From an optimization exercise on the open Yosys and OpenROAD flow, aimed at small area, a short achievable clock period and few clock cycles per item; shortcuts taken in it are not production practice.
RTL that was checked went through simulation tests only; none was proved equivalent to the original.
Power figures rest on the tool's default switching activity, not on a simulated workload.

==> inputs of build 41 <==
==> flow/design.v (excerpt) <==
module si7021_unit (
    input  wire        clk,
    input  wire        rst,           
    input  wire        in_valid,
    output wire        in_ready,
    input  wire [7:0]  in_op,
    input  wire [63:0] in_a,
    input  wire [47:0] in_b,
    input  wire [7:0]  in_c,
    input  wire [23:0] in_n,
    output reg         out_valid,
    output wire [1:0]  out_fault,
    output reg  [63:0] out_r0,
    output reg  [31:0] out_r1
);
clock: 13.0 ns
lec_check: 0
cap_margin: 20
core_margin: 2
core_utilization: 60
slew_margin: 20
standard.sh (not shown) runs the stock make flow with config.mk's settings and CLKGATE_MAP_FILE= SYNTH_SCRIPT=/design/flow/synth_recipe.tcl, a recipe that flattens the netlist after the stock synthesis.
==> flow/flow/run.sh <==
#!/bin/bash
set -euo pipefail
bash standard.sh SETUP_SLACK_MARGIN=9.3 "BUFFER_PORTS_ARGS=-buffer_cell sky130_fd_sc_hd__buf_2" finish > standard_flow.log 2>&1
==> inputs of trial 43, as changes to build 41 <==
--- a/flow/design.v
+++ b/flow/design.v
@@ -334,30 +334,31 @@
             r0[15:12] = h[3:0];
             r0[23:16] = u;
             r0[31:24] = h;
             r0[47:32] = heater_current(h[3:0]);
             r0[48]    = u[6];
         end
         if (op_30)          r0[15:0] = {u, h};
         if (!legal)         r0[7:0] = op;
-        if (cnv_op)         r0 = {4'd0, sy[29:1], ~rnd_down, sx};
+        if (cnv_op)         r0[30:0] = {~rnd_down, sx};
         r1 = 29'd0;
         if (id_ok) begin
             r1[7:0]   = d_q[39:32];
             r1[15:8]  = c_q;
         end
         if (op_25)          r1[7:0]  = u;
         if (op_26)          r1[15:8] = u;
         if (id_ok | op_25)  r1[18:16] = dev_l;
         if (id_ok | op_26)  r1[21:20] = fw_l;
         if (id_ok | op_22)  r1[24] = |g1_q;
         if (id_ok | op_23)  r1[25] = |g2_q;
         if (sentinel)       r1 = {2'b00, 3'b100, 2'd0, 2'd2, 1'b0, 3'd5, 8'h00, 8'hFF};
         if ((op_20 | op_21) & good_q) r1[28] = 1'b1;
+        if (cnv_op)         r1 = sy[29:1];
     end
     reg        v2_q;
     reg [63:0] r0_q;
     reg [28:0] r1_q;
     reg        crc_q, cnv_q, fault_q;
     always @(posedge clk) begin
         if (rst)
             v2_q <= 1'b0;
@@ -365,70 +366,60 @@
             v2_q <= v_q;
         r0_q    <= r0;
         r1_q    <= r1;
         crc_q   <= crc_op;
         cnv_q   <= cnv_op;
         fault_q <= ~legal;
     end
     wire [7:0] crc_c8q = r0_q[7:0];
-    wire [2:0] back_q = r0_q[10:8];
-    wire [7:0] crc_i4, crc_i2, crc_i1;
-    assign crc_i4[0] = ^(crc_c8q & 8'hDB);
-    assign crc_i4[1] = ^(crc_c8q & 8'hB7);
-    assign crc_i4[2] = ^(crc_c8q & 8'h6E);
-    assign crc_i4[3] = ^(crc_c8q & 8'hDD);
-    assign crc_i4[4] = ^(crc_c8q & 8'h60);
-    assign crc_i4[5] = ^(crc_c8q & 8'h1B);
-    assign crc_i4[6] = ^(crc_c8q & 8'h36);
-    assign crc_i4[7] = ^(crc_c8q & 8'h6D);
-    wire [7:0] crc_s4 = back_q[2] ? crc_i4 : crc_c8q;
-    assign crc_i2[0] = ^(crc_s4 & 8'h5F);
-    assign crc_i2[1] = ^(crc_s4 & 8'hBE);
-    assign crc_i2[2] = ^(crc_s4 & 8'h7D);
-    assign crc_i2[3] = ^(crc_s4 & 8'hFA);
-    assign crc_i2[4] = ^(crc_s4 & 8'hAA);
-    assign crc_i2[5] = ^(crc_s4 & 8'h0B);
-    assign crc_i2[6] = ^(crc_s4 & 8'h17);
-    assign crc_i2[7] = ^(crc_s4 & 8'h2F);
-    wire [7:0] crc_s2 = back_q[1] ? crc_i2 : crc_s4;
-    assign crc_i1[0] = ^(crc_s2 & 8'h18);
-    assign crc_i1[1] = ^(crc_s2 & 8'h30);
-    assign crc_i1[2] = ^(crc_s2 & 8'h61);
-    assign crc_i1[3] = ^(crc_s2 & 8'hC2);
-    assign crc_i1[4] = ^(crc_s2 & 8'h9D);
-    assign crc_i1[5] = ^(crc_s2 & 8'h23);
-    assign crc_i1[6] = ^(crc_s2 & 8'h46);
-    assign crc_i1[7] = ^(crc_s2 & 8'h8C);
-    wire [7:0] crc_res = back_q[0] ? crc_i1 : crc_s2;
+    reg [63:0] inv_rows;
+    always @(*) begin
+        case (r0_q[10:8])
+            3'd0: inv_rows = 64'h8040201008040201;
+            3'd1: inv_rows = 64'h8C46239DC2613018;
+            3'd2: inv_rows = 64'h2F170BAAFA7DBE5F;
+            3'd3: inv_rows = 64'hA8D4EA5D8643A150;
+            3'd4: inv_rows = 64'h6D361B60DD6EB7DB;
+            3'd5: inv_rows = 64'hDEEF7765ECF67BBD;
+            3'd6: inv_rows = 64'hC462B11C4A251289;
+            3'd7: inv_rows = 64'hAB552A3EB45AAD56;
+        endcase
+    end
+    wire [7:0] crc_res;
+    generate
+        for (gk = 0; gk < 8; gk = gk + 1) begin : g_inv
+            assign crc_res[gk] = ^(crc_c8q & inv_rows[8*gk +: 8]);
+        end
+    endgenerate
     wire [30:0] ax = {r0_q[29:0], r0_q[30]};
-    wire [30:0] ay = {r0_q[59:31], 1'b0, r0_q[30]};
+    wire [30:0] ay = {r1_q[28:0], 1'b0, r0_q[30]};
     wire [30:0] kg0 = ax & ay, kp0 = ax ^ ay;
     wire [30:0] kg1 = kg0 | (kp0 & {kg0[29:0], 1'b0});
     wire [30:0] kp1 = kp0 & {kp0[29:0], 1'b0};
     wire [30:0] kg2 = kg1 | (kp1 & {kg1[28:0], 2'b0});
     wire [30:0] kp2 = kp1 & {kp1[28:0], 2'b0};
     wire [30:0] kg3 = kg2 | (kp2 & {kg2[26:0], 4'b0});
     wire [30:0] kp3 = kp2 & {kp2[26:0], 4'b0};
     wire [30:0] kg4 = kg3 | (kp3 & {kg3[22:0], 8'b0});
     wire [30:0] kp4 = kp3 & {kp3[22:0], 8'b0};
     wire [30:0] kg5 = kg4 | (kp4 & {kg4[14:0], 16'b0});
     wire [30:0] sum31 = kp0 ^ {kg5[29:0], 1'b0};
     wire [15:0] cnv = sum31[30:15];
     reg [63:0] r0f;
     always @(*) begin
         r0f = r0_q;
-        if (crc_q) r0f[10:0] = {3'd0, crc_res};
-        if (cnv_q) r0f[59:0] = {44'd0, cnv};
+        if (crc_q) r0f = {56'd0, crc_res};
+        if (cnv_q) r0f = {48'd0, cnv};
     end
     reg fault3_q;
     assign in_ready  = 1'b1;
     assign out_fault = {fault3_q, fault3_q};
     always @(posedge clk) begin
         if (rst)
             out_valid <= 1'b0;
         else
             out_valid <= v2_q;
         fault3_q <= fault_q;
         out_r0   <= r0f;
-        out_r1   <= {3'd0, r1_q};
+        out_r1   <= cnv_q ? 32'd0 : {3'd0, r1_q};
     end
 endmodule
==> flow/flow/run.sh (replaced) <==
#!/bin/bash
set -euo pipefail
bash standard.sh SETUP_SLACK_MARGIN=9.0 finish > standard_flow.log 2>&1
==> flow/config.mk (replaced) <==
export PLATFORM = sky130hd
export DESIGN_NAME = si7021_unit
export DESIGN_NICKNAME = si7021_unit
export VERILOG_FILES = /design/flow/design.v
export SDC_FILE = /design/flow/constraint.sdc
export NUM_CORES = 4
export LEC_CHECK = 0
export CAP_MARGIN = 20
export CORE_MARGIN = 2
export CORE_UTILIZATION = 40
export SLEW_MARGIN = 20
==> inputs of build 60, as changes to build 41 <==
--- a/flow/design.v
+++ b/flow/design.v
@@ -242,23 +242,25 @@
     assign crc_c8[5] = ^{crc_x[10], crc_x[13], crc_x[21], crc_x[31], crc_x[42], crc_x[44], cx_5, cx_20, cx_22, cx_23, cx_28, cx_31, cx_38, cx_42, cx_47};
     assign crc_c8[6] = ^{crc_x[0], crc_x[22], crc_x[24], crc_x[57], crc_x[58], cx_6, cx_10, cx_16, cx_21, cx_27, cx_28, cx_46, cx_52};
     assign crc_c8[7] = ^{crc_x[7], crc_x[12], crc_x[19], crc_x[23], crc_x[29], crc_x[39], cx_0, cx_2, cx_18, cx_24, cx_28, cx_36, cx_37, cx_51};
     wire [15:0] code = d_q[15:0];
     wire is_t = op_q[1];
     wire tie = (code[13:0] == 14'h2000);
     wire rnd_down = tie & (code[14] ^ ~is_t);
     wire [29:0] cz = {14'd0, code};
+    wire [29:0] cn = {14'd0, ~code};
     wire [29:0] pp0 = cz;
     wire [29:0] pp1 = cz << 5;
-    wire [29:0] pp2 = is_t ? (cz << 3)  : (cz << 2);
-    wire [29:0] pp3 = is_t ? (cz << 8)  : (cz << 4);
-    wire [29:0] pp4 = is_t ? (cz << 12) : (cz << 10);
-    wire [29:0] pp5 = is_t ? 30'd0      : (cz << 11);
-    wire [29:0] kof = is_t ? (30'h1FFF - (30'd4685 << 14)) : (30'h1FFF - (30'd600 << 14));
+    wire [29:0] pp2 = cz << 12;
+    wire [29:0] pp3 = is_t ? (cz << 8) : (cn << 10);
+    wire [29:0] pp4 = is_t ? (cz << 3) : (cz << 4);
+    wire [29:0] pp5 = is_t ? 30'd0     : (cz << 2);
+    wire [29:0] kof = is_t ? (30'h1FFF - (30'd4685 << 14))
+                           : (30'h1FFF - (30'd600 << 14) + 30'h3C000400);
     function [59:0] csa;             
         input [29:0] x, y, z;
         begin
             csa[29:0]  = x ^ y ^ z;
             csa[59:30] = {((x & y) | (x & z) | (y & z)), 1'b0};
         end
     endfunction
     wire [59:0] l1a = csa(pp0, pp1, pp2);
@@ -284,31 +286,49 @@
             if (f == 8'hFF)      fw_label = 2'd0;
             else if (f == 8'h20) fw_label = 2'd1;
             else                 fw_label = 2'd2;
         end
     endfunction
     function [15:0] heater_current;
         input [3:0] l;
         begin
-            heater_current = {12'd0, l} * 16'd608 + 16'd309;
+            case (l)
+                4'd0: heater_current = 16'd309;
+                4'd1: heater_current = 16'd917;
+                4'd2: heater_current = 16'd1525;
+                4'd3: heater_current = 16'd2133;
+                4'd4: heater_current = 16'd2741;
+                4'd5: heater_current = 16'd3349;
+                4'd6: heater_current = 16'd3957;
+                4'd7: heater_current = 16'd4565;
+                4'd8: heater_current = 16'd5173;
+                4'd9: heater_current = 16'd5781;
+                4'd10: heater_current = 16'd6389;
+                4'd11: heater_current = 16'd6997;
+                4'd12: heater_current = 16'd7605;
+                4'd13: heater_current = 16'd8213;
+                4'd14: heater_current = 16'd8821;
+                4'd15: heater_current = 16'd9429;
+            endcase
         end
     endfunction
     wire [7:0] u = d_q[7:0];
     wire [7:0] h = d_q[15:8];
     wire [1:0] sel = {u[7], u[0]};
     reg  [3:0] hres, tres;
     always @(*) begin
         case (sel)
             2'd0: begin hres = 4'd12; tres = 4'd14; end
             2'd1: begin hres = 4'd8;  tres = 4'd12; end
             2'd2: begin hres = 4'd10; tres = 4'd13; end
             default: begin hres = 4'd11; tres = 4'd11; end
         endcase
     end
+    wire [15:0] hcur  = heater_current(op_q[0] ? h[3:0] : u[3:0]);
     wire [7:0] dev_in = op_25 ? u : d_q[39:32];
     wire [7:0] fw_in  = op_26 ? u : c_q;
     wire [2:0] dev_l  = dev_label(dev_in);
     wire [1:0] fw_l   = fw_label(fw_in);
     reg [63:0] r0;
     reg [28:0] r1;
     always @(*) begin
         r0 = 64'd0;
@@ -320,26 +340,26 @@
         if (op_28) begin
             r0[1:0]   = sel;
             r0[11:8]  = hres;
             r0[19:16] = tres;
             r0[24]    = u[2];
             r0[32]    = u[6];
         end
         if (op_29 | op_2c)  r0[3:0] = u[3:0];
-        if (op_2a)          r0[15:0] = heater_current(u[3:0]);
+        if (op_2a)          r0[15:0] = hcur;
         if (op_2b)          r0[7:0] = {c_q[1], u[6:1], c_q[0]};
         if (op_2d) begin
             r0[3:0]   = hres;
             r0[7:4]   = tres;
             r0[8]     = u[2];
             r0[15:12] = h[3:0];
             r0[23:16] = u;
             r0[31:24] = h;
-            r0[47:32] = heater_current(h[3:0]);
+            r0[47:32] = hcur;
             r0[48]    = u[6];
         end
         if (op_30)          r0[15:0] = {u, h};
         if (!legal)         r0[7:0] = op;
         if (cnv_op)         r0 = {4'd0, sy[29:1], ~rnd_down, sx};
         r1 = 29'd0;
         if (id_ok) begin
             r1[7:0]   = d_q[39:32];
==> flow/config.mk (replaced) <==
export PLATFORM = sky130hd
export DESIGN_NAME = si7021_unit
export DESIGN_NICKNAME = si7021_unit
export VERILOG_FILES = /design/flow/design.v
export SDC_FILE = /design/flow/constraint.sdc
export NUM_CORES = 4
export LEC_CHECK = 0
export CAP_MARGIN = 20
export CORE_MARGIN = 2
export CORE_UTILIZATION = 40
export SLEW_MARGIN = 20
==> inputs of build 65, as changes to build 41 <==
--- a/flow/design.v
+++ b/flow/design.v
@@ -334,30 +334,31 @@
             r0[15:12] = h[3:0];
             r0[23:16] = u;
             r0[31:24] = h;
             r0[47:32] = heater_current(h[3:0]);
             r0[48]    = u[6];
         end
         if (op_30)          r0[15:0] = {u, h};
         if (!legal)         r0[7:0] = op;
-        if (cnv_op)         r0 = {4'd0, sy[29:1], ~rnd_down, sx};
+        if (cnv_op)         r0[30:0] = {~rnd_down, sx};
         r1 = 29'd0;
         if (id_ok) begin
             r1[7:0]   = d_q[39:32];
             r1[15:8]  = c_q;
         end
         if (op_25)          r1[7:0]  = u;
         if (op_26)          r1[15:8] = u;
         if (id_ok | op_25)  r1[18:16] = dev_l;
         if (id_ok | op_26)  r1[21:20] = fw_l;
         if (id_ok | op_22)  r1[24] = |g1_q;
         if (id_ok | op_23)  r1[25] = |g2_q;
         if (sentinel)       r1 = {2'b00, 3'b100, 2'd0, 2'd2, 1'b0, 3'd5, 8'h00, 8'hFF};
         if ((op_20 | op_21) & good_q) r1[28] = 1'b1;
+        if (cnv_op)         r1 = sy[29:1];
     end
     reg        v2_q;
     reg [63:0] r0_q;
     reg [28:0] r1_q;
     reg        crc_q, cnv_q, fault_q;
     always @(posedge clk) begin
         if (rst)
             v2_q <= 1'b0;
@@ -395,40 +396,40 @@
     assign crc_i1[2] = ^(crc_s2 & 8'h61);
     assign crc_i1[3] = ^(crc_s2 & 8'hC2);
     assign crc_i1[4] = ^(crc_s2 & 8'h9D);
     assign crc_i1[5] = ^(crc_s2 & 8'h23);
     assign crc_i1[6] = ^(crc_s2 & 8'h46);
     assign crc_i1[7] = ^(crc_s2 & 8'h8C);
     wire [7:0] crc_res = back_q[0] ? crc_i1 : crc_s2;
     wire [30:0] ax = {r0_q[29:0], r0_q[30]};
-    wire [30:0] ay = {r0_q[59:31], 1'b0, r0_q[30]};
+    wire [30:0] ay = {r1_q[28:0], 1'b0, r0_q[30]};
     wire [30:0] kg0 = ax & ay, kp0 = ax ^ ay;
     wire [30:0] kg1 = kg0 | (kp0 & {kg0[29:0], 1'b0});
     wire [30:0] kp1 = kp0 & {kp0[29:0], 1'b0};
     wire [30:0] kg2 = kg1 | (kp1 & {kg1[28:0], 2'b0});
     wire [30:0] kp2 = kp1 & {kp1[28:0], 2'b0};
     wire [30:0] kg3 = kg2 | (kp2 & {kg2[26:0], 4'b0});
     wire [30:0] kp3 = kp2 & {kp2[26:0], 4'b0};
     wire [30:0] kg4 = kg3 | (kp3 & {kg3[22:0], 8'b0});
     wire [30:0] kp4 = kp3 & {kp3[22:0], 8'b0};
     wire [30:0] kg5 = kg4 | (kp4 & {kg4[14:0], 16'b0});
     wire [30:0] sum31 = kp0 ^ {kg5[29:0], 1'b0};
     wire [15:0] cnv = sum31[30:15];
     reg [63:0] r0f;
     always @(*) begin
         r0f = r0_q;
-        if (crc_q) r0f[10:0] = {3'd0, crc_res};
-        if (cnv_q) r0f[59:0] = {44'd0, cnv};
+        if (crc_q) r0f = {56'd0, crc_res};
+        if (cnv_q) r0f = {48'd0, cnv};
     end
     reg fault3_q;
     assign in_ready  = 1'b1;
     assign out_fault = {fault3_q, fault3_q};
     always @(posedge clk) begin
         if (rst)
             out_valid <= 1'b0;
         else
             out_valid <= v2_q;
         fault3_q <= fault_q;
         out_r0   <= r0f;
-        out_r1   <= {3'd0, r1_q};
+        out_r1   <= cnv_q ? 32'd0 : {3'd0, r1_q};
     end
 endmodule
==> flow/flow/run.sh (replaced) <==
#!/bin/bash
set -euo pipefail
bash standard.sh SETUP_SLACK_MARGIN=9.2 "BUFFER_PORTS_ARGS=-buffer_cell sky130_fd_sc_hd__buf_2" finish > standard_flow.log 2>&1
==> flow/config.mk (replaced) <==
export PLATFORM = sky130hd
export DESIGN_NAME = si7021_unit
export DESIGN_NICKNAME = si7021_unit
export VERILOG_FILES = /design/flow/design.v
export SDC_FILE = /design/flow/constraint.sdc
export NUM_CORES = 4
export LEC_CHECK = 0
export CAP_MARGIN = 20
export CORE_MARGIN = 2
export CORE_UTILIZATION = 40
export SLEW_MARGIN = 20
==> qor summary <==
	build 41	build 60	trial 43	build 65
Run status	timing/DRC/antenna clean	timing/DRC/antenna clean	timing/DRC/antenna clean	timing/DRC/antenna clean
Post-route cell area	21600 um2	21200 um2	24400 um2	22200 um2
Relative contribution of the clock network to total power	0.270	0.300	0.311	0.305
Final-layout clock buffer total	37	33	49	40
Initial core utilization	0.612	0.405	0.403	0.406
Worst-path maximum fanout	8	6	9	13
Max frequency	271 MHz	271 MHz	252 MHz	261 MHz
PostCTS Resize Cnt	15	19	101	13
Met2 Resource Use GR	0.624	0.423	0.443	0.417
Portion of netlist area occupied by mux cells	0.0525	0.0557	0.0429	0.0436
Half-perimeter wire length after detailed placement	50.1 mm	50.1 mm	55.2 mm	52.6 mm
Per-instance average area after synthesis	9.09 um2	8.95 um2	8.89 um2	8.92 um2
Total number of cells along the worst setup path	6	7	6	10
Floorplan row count	64	77	81	79
Testbench counts of build 60, summed over its fixed seeds: cycles 4,824, ops 4,800.
Testbench counts of build 65, summed over its fixed seeds: cycles 4,824, ops 4,800.
Function not checked in build 41 and trial 43: the RTL went through the layout flow alone.

## re-timing with driven ports
The results above use ideal ports. As a check the final layouts listed here were re-extracted and re-timed, cells and wires unchanged.
Step 1 (the two cells are an assumption about what drives the block):
set clk [get_ports {clk}]
set_driving_cell -lib_cell sky130_fd_sc_hd__clkbuf_16 $clk
set_driving_cell -lib_cell sky130_fd_sc_hd__buf_2 [delete_from_list [all_inputs] $clk]
Step 2, shift: input delay + t, output delay - t, t = (earliest + latest rising clock arrival at the registers) / 2. This alone moves slack from input paths to output paths.
a / b / c = ideal / step 1 / step 2; a / b = the first two.
| run | t, ns | slack for setup (ns) | hold WS [ns] |
|---|---|---|---|
| build 41 | 0.614 | 9.315 / 9.321 / 8.738 | 0.320 / 0.320 / 0.320 |
| trial 43 | 0.595 | 9.028 / 8.980 / 8.464 | 0.325 / 0.325 / 0.325 |
| build 60 | 0.628 | 9.316 / 9.293 / 8.714 | 0.323 / 0.323 / 0.323 |
| build 65 | 0.598 | 9.173 / 9.173 / 8.669 | 0.325 / 0.325 / 0.325 |
After both steps setup and hold are still met in every run listed. The setup slack of build 60, which loses most, moves by -0.023 ns with the drivers and by -0.602 ns with both steps.
